Background: an optimization exercise with open tools, aiming at small area, a short achievable clock period and few clock cycles per item. Do not read the settings as production practice.
Only simulation tests tie the RTL to the original design; equivalence was not proved.
Power figures rest on the tool's default switching activity, not on a simulated workload.

== alpha ==
// civ_engine
module civ_engine (
    input  wire        clk,
    input  wire        rst,          
    input  wire        en,           
    input  wire [10:0] bound,        
    input  wire        rx_valid,
    input  wire [7:0]  rx_data,
    output wire        rx_ready,
    output wire        tx_valid,
    output reg  [7:0]  tx_data,
    input  wire        tx_ready,
    output wire        cb_req,
    output wire [3:0]  cb_slot,
    output wire [31:0] cb_arg,
    input  wire        cb_ack,
    input  wire [31:0] cb_rdata
);
For scale: roughly 1600 cells after synthesis, about 210 flip-flops, about 100 I/O pins.
==> flow/config.mk <==
export PLATFORM = sky130hd
export DESIGN_NAME = civ_engine
export DESIGN_NICKNAME = civ_engine
export VERILOG_FILES = /design/flow/design.v
export SDC_FILE = /design/flow/constraint.sdc
export NUM_CORES = 4
export LEC_CHECK = 0
export ABC_AREA = 1
export CAP_MARGIN = 20
export CORE_MARGIN = 2
export CORE_UTILIZATION = 60
export CTS_CLUSTER_DIAMETER = 80
export CTS_CLUSTER_SIZE = 30
export SLEW_MARGIN = 20
==> flow/constraint.sdc <==
create_clock -name core_clock -period 40.0 [get_ports {clk}]
set_input_delay 8.0000 -clock core_clock [delete_from_list [all_inputs] [get_ports {clk}]]
set_output_delay 8.0000 -clock core_clock [all_outputs]
set_load 0.01 [all_outputs]
standard.sh (not shown) runs the stock make flow with config.mk's settings and CLKGATE_MAP_FILE= SYNTH_SCRIPT=/design/flow/synth_recipe.tcl, a recipe that flattens the netlist after the stock synthesis.
==> flow/flow/run.sh <==
#!/bin/bash
# Standard layout (the standard.sh) with two changes to how it is made:
#  - synthesis maps the logic with an area-oriented ABC script (flow/abc_area.script,
#    used in place of ORFS's, selected by ABC_AREA=1); registers are mapped as usual;
#  - the port buffers are made of the smallest buffer cell.
set -euo pipefail
rm -rf scripts_area
cp -r "$FLOW_HOME/scripts" scripts_area
cp flow/abc_area.script scripts_area/abc_area.script
export SCRIPTS_DIR="$PWD/scripts_area"
export BUFFER_PORTS_ARGS="-buffer_cell sky130_fd_sc_hd__buf_1"
bash standard.sh > standard_flow.log 2>&1
==> flow/flow/abc_area.script <==
strash
dch
amap
strash
&get -n
&st
&dch
&nf -R 1000 -p
&put
strash
dch
amap
topo
dnsize -c
Testbench counts of alpha, summed over its fixed seeds: cycles 13,384, frames 768.
Modified inputs, beta compared to alpha
- SLEW_MARGIN: 20 -> 0
- CAP_MARGIN: 20 -> 0
Findings:
- From alpha to beta, die area did not move at all.
- Looking at alpha and beta, the sequential share of layout area is a wash.
- Diff alpha..beta | total power per unit cell area | negligible
- alpha and beta ended up with nearly the same final area.
- Looking at alpha and beta, the clock network area share is a wash.
- Summary of beta over alpha: largest net degree at the start of global routing essentially unchanged; post-route minimum period saw little to no change; combinational share of power level.
- beta contains fewer vias than alpha.

Another version of the RTL of civ_engine (not shown whole).
For scale: ~270 flip-flops, about 100 I/O pins.
## civ_engine
module civ_engine (
    input  wire        clk,
    input  wire        rst,          
    input  wire        en,           
    input  wire [10:0] bound,        
    input  wire        rx_valid,
    input  wire [7:0]  rx_data,
    output wire        rx_ready,
    output wire        tx_valid,
    output reg  [7:0]  tx_data,
    input  wire        tx_ready,
    output wire        cb_req,
    output wire [3:0]  cb_slot,
    output wire [31:0] cb_arg,
    input  wire        cb_ack,
    input  wire [31:0] cb_rdata
);
    localparam [7:0] PREAMBLE   = 8'hFE;
    localparam [7:0] TERMINATOR = 8'hFD;
    localparam [7:0] ACK        = 8'hFB;
    localparam [7:0] NAK        = 8'hFA;
    localparam [7:0] RIG_ADDR   = 8'h56;
    localparam [7:0] CTRL_ADDR  = 8'hE0;
    localparam [7:0] RIG_ID     = 8'h56;
    localparam BPC = 4;
    localparam NST = (32 + BPC - 1) / BPC;
    localparam W   = BPC * NST;
    localparam [1:0] RS_IDLE = 2'd0;
    localparam [1:0] RS_SAW  = 2'd1;
    localparam [1:0] RS_ACC  = 2'd2;
  ...
==> flow/config.mk <==
export PLATFORM = sky130hd
export DESIGN_NAME = civ_engine
export DESIGN_NICKNAME = civ_engine
export VERILOG_FILES = /design/flow/design.v
export SDC_FILE = /design/flow/constraint.sdc
export NUM_CORES = 4
export LEC_CHECK = 0
export ABC_AREA = 1
export CAP_MARGIN = 20
export CORE_MARGIN = 2
export CORE_UTILIZATION = 65
export CTS_BUF_LIST = sky130_fd_sc_hd__clkbuf_2 sky130_fd_sc_hd__clkbuf_4
export SLEW_MARGIN = 20
==> flow/constraint.sdc <==
create_clock -name core_clock -period 40.0 [get_ports {clk}]
set_input_delay 8.0000 -clock core_clock [delete_from_list [all_inputs] [get_ports {clk}]]
set_output_delay 8.0000 -clock core_clock [all_outputs]
set_load 0.01 [all_outputs]
run.sh (not shown) runs the stock make flow with config.mk's settings and CLKGATE_MAP_FILE= SYNTH_SCRIPT=/design/flow/synth_recipe.tcl, a recipe that flattens the netlist after the stock synthesis.
Stock flow here: none of the scripts above is used.
Testbench counts at the start, summed over its fixed seeds: cycles 13,572, frames 768.
Next try:
Settings changed: CORE_UTILIZATION 65 to 40, CTS_BUF_LIST sky130_fd_sc_hd__clkbuf_2 sky130_fd_sc_hd__clkbuf_4 to sky130_fd_sc_hd__clkbuf_4.
Outcome: Wire length goes up by 5.6%; final area goes up by 2.3%; worst setup slack got worse by 0.011 ns; combinational power hardly moves; count of clock-buffer cells in the layout goes up by 5; die area goes up by 61%; power goes up by 1.5%; clock skew goes down by 0.0030 ns; final cell count goes up by 9.9%; utilization goes down by 28 points; clock power goes up by about 7%.

garnet:
civ_engine, a different RTL version from the one above (not shown whole).
Size: about 1500 cells after synthesis, about 14000 sq um of cells after synthesis.
==> flow/design.v (excerpt) <==
module civ_engine (
    input  wire        clk,
    input  wire        rst,          
    input  wire        en,           
    input  wire [10:0] bound,        
    input  wire        rx_valid,
    input  wire [7:0]  rx_data,
    output wire        rx_ready,
    output wire        tx_valid,
    output reg  [7:0]  tx_data,
    input  wire        tx_ready,
    output wire        cb_req,
    output wire [3:0]  cb_slot,
    output wire [31:0] cb_arg,
    input  wire        cb_ack,
    input  wire [31:0] cb_rdata
);
export LEC_CHECK = 0
export ABC_AREA = 1
export CAP_MARGIN = 20
export CORE_MARGIN = 2
export CORE_UTILIZATION = 60
export CTS_CLUSTER_DIAMETER = 80
export CTS_CLUSTER_SIZE = 30
export GPL_ROUTABILITY_DRIVEN = 0
export GPL_TIMING_DRIVEN = 0
export SLEW_MARGIN = 20
create_clock -name core_clock -period 40.0 [get_ports {clk}]
standard.sh (not shown) runs the stock make flow with config.mk's settings and CLKGATE_MAP_FILE= SYNTH_SCRIPT=/design/flow/synth_recipe.tcl, a recipe that flattens the netlist after the stock synthesis.
Scripts as last shown in full above: flow/flow/run.sh, flow/flow/abc_area.script
garnet: done, clean on timing, DRC and antenna
Testbench counts of garnet, summed over its fixed seeds: cycles 13,384, frames 768.
Input-level comparison between juniper and garnet:
- removing GPL_TIMING_DRIVEN (formerly 0)
- changing CORE_UTILIZATION from 60 to 70
- removing GPL_ROUTABILITY_DRIVEN (formerly 0)
### Flow results
The portion of the layout cell area used by non-clock buffers in juniper was lower than what garnet gave.
[juniper vs garnet] global-route track usage on met1: higher in juniper
Re number of tap instances: garnet was higher than juniper.
Relative to garnet, placed instance count decreased by 17 in juniper.
No stage failed in juniper, and the final checks on the layout all came back clean.
Power per unit of standard cell area: juniper vs garnet down 2.8%
Taking garnet over juniper, the die extent in x ratio works out to 1.08.
Summary of juniper over garnet: internal portion of total power went down, routed length on met2 shows an increase of 6.3%, worst-case headroom to the max-slew limit picked up an extra 1.0 points, total number of cells along the worst setup path neither gained nor lost much, count of TritonRoute iterations in the first routing pass up 4.
#### Input delta (lagoon over juniper)
- a change of CORE_UTILIZATION from 70 to 60
--- a/flow/flow/run.sh
+++ b/flow/flow/run.sh
@@ -1,5 +1,7 @@
 #!/bin/bash
-# Standard layout (the standard.sh) with two changes to how it is made:
+# Standard layout (the standard.sh) with three changes to how it is made:
 #  - synthesis maps the logic with an area-oriented ABC script (flow/abc_area.script,
 #    used in place of ORFS's, selected by ABC_AREA=1); registers are mapped as usual;
+#  - synthesis leaves adders to ABC instead of mapping them to full/half-adder cells
+#    (ADDER_MAP_FILE empty), which gives a smaller netlist for this design;
 #  - the port buffers are made of the smallest buffer cell.
@@ -10,2 +12,3 @@
 export SCRIPTS_DIR="$PWD/scripts_area"
+export ADDER_MAP_FILE=
 export BUFFER_PORTS_ARGS="-buffer_cell sky130_fd_sc_hd__buf_1"
Findings:
juniper -> lagoon: number of cells in the finished layout apart from fillers flat
Changes observed in lagoon relative to juniper: met1 wire length rose 6.1%; routed wire length on met3 fell about 13%; total number of nets in the final design fell 96; number of non-clock buffers fell about 1.6%.
lagoon vs juniper: total global-route track usage down
Between juniper and lagoon, met2 wire length is higher for juniper, lagoon comes in under that.
juniper → lagoon: slew at the pin with the worst max-slew slack went down 120 ps; routed wire length went down about 4.5%.

[re-timing with driven ports]
The flow's constraints put no driver on any port. The routed layouts listed below were extracted and timed again, unchanged, in two steps.
Step 1, drivers: a clkbuf_16 drives clk and a buf_2 each remaining input, both assumed.
Step 2 also shifts input and output timing later by t, the mid clock arrival at the registers, as if the neighbouring blocks saw the same clock.
Slacks: ideal / step 1 / step 2; pairs: ideal / step 1.
run	shift t [ns]	setup WS [ns]	hold slack, ns	slew at the worst register clock pin (ns)	cell pins on the clock port's net
alpha	0.544	23.631 / 23.608 / 23.608	0.569 / 0.569 / 0.569	0.12 / 0.12	1
beta	0.546	23.631 / 23.608 / 23.608	0.579 / 0.579 / 0.579	0.12 / 0.12	1
the first run of note 2	0.764	22.687 / 22.663 / 22.663	0.461 / 0.461 / 0.461	0.08 / 0.08	1
the second run of note 2	0.790	22.676 / 22.645 / 22.645	0.469 / 0.469 / 0.469	0.08 / 0.08	1
garnet	0.549	23.637 / 23.614 / 23.614	0.507 / 0.507 / 0.507	0.11 / 0.11	1
juniper	0.536	23.622 / 23.593 / 23.593	0.500 / 0.500 / 0.500	0.11 / 0.11	1
lagoon	0.550	23.642 / 23.616 / 23.616	0.523 / 0.523 / 0.523	0.12 / 0.12	1
After both steps setup and hold are still met in every run listed. The setup slack of the second run of note 2, which loses most, moves by -0.031 ns with the drivers and by -0.031 ns with both steps.
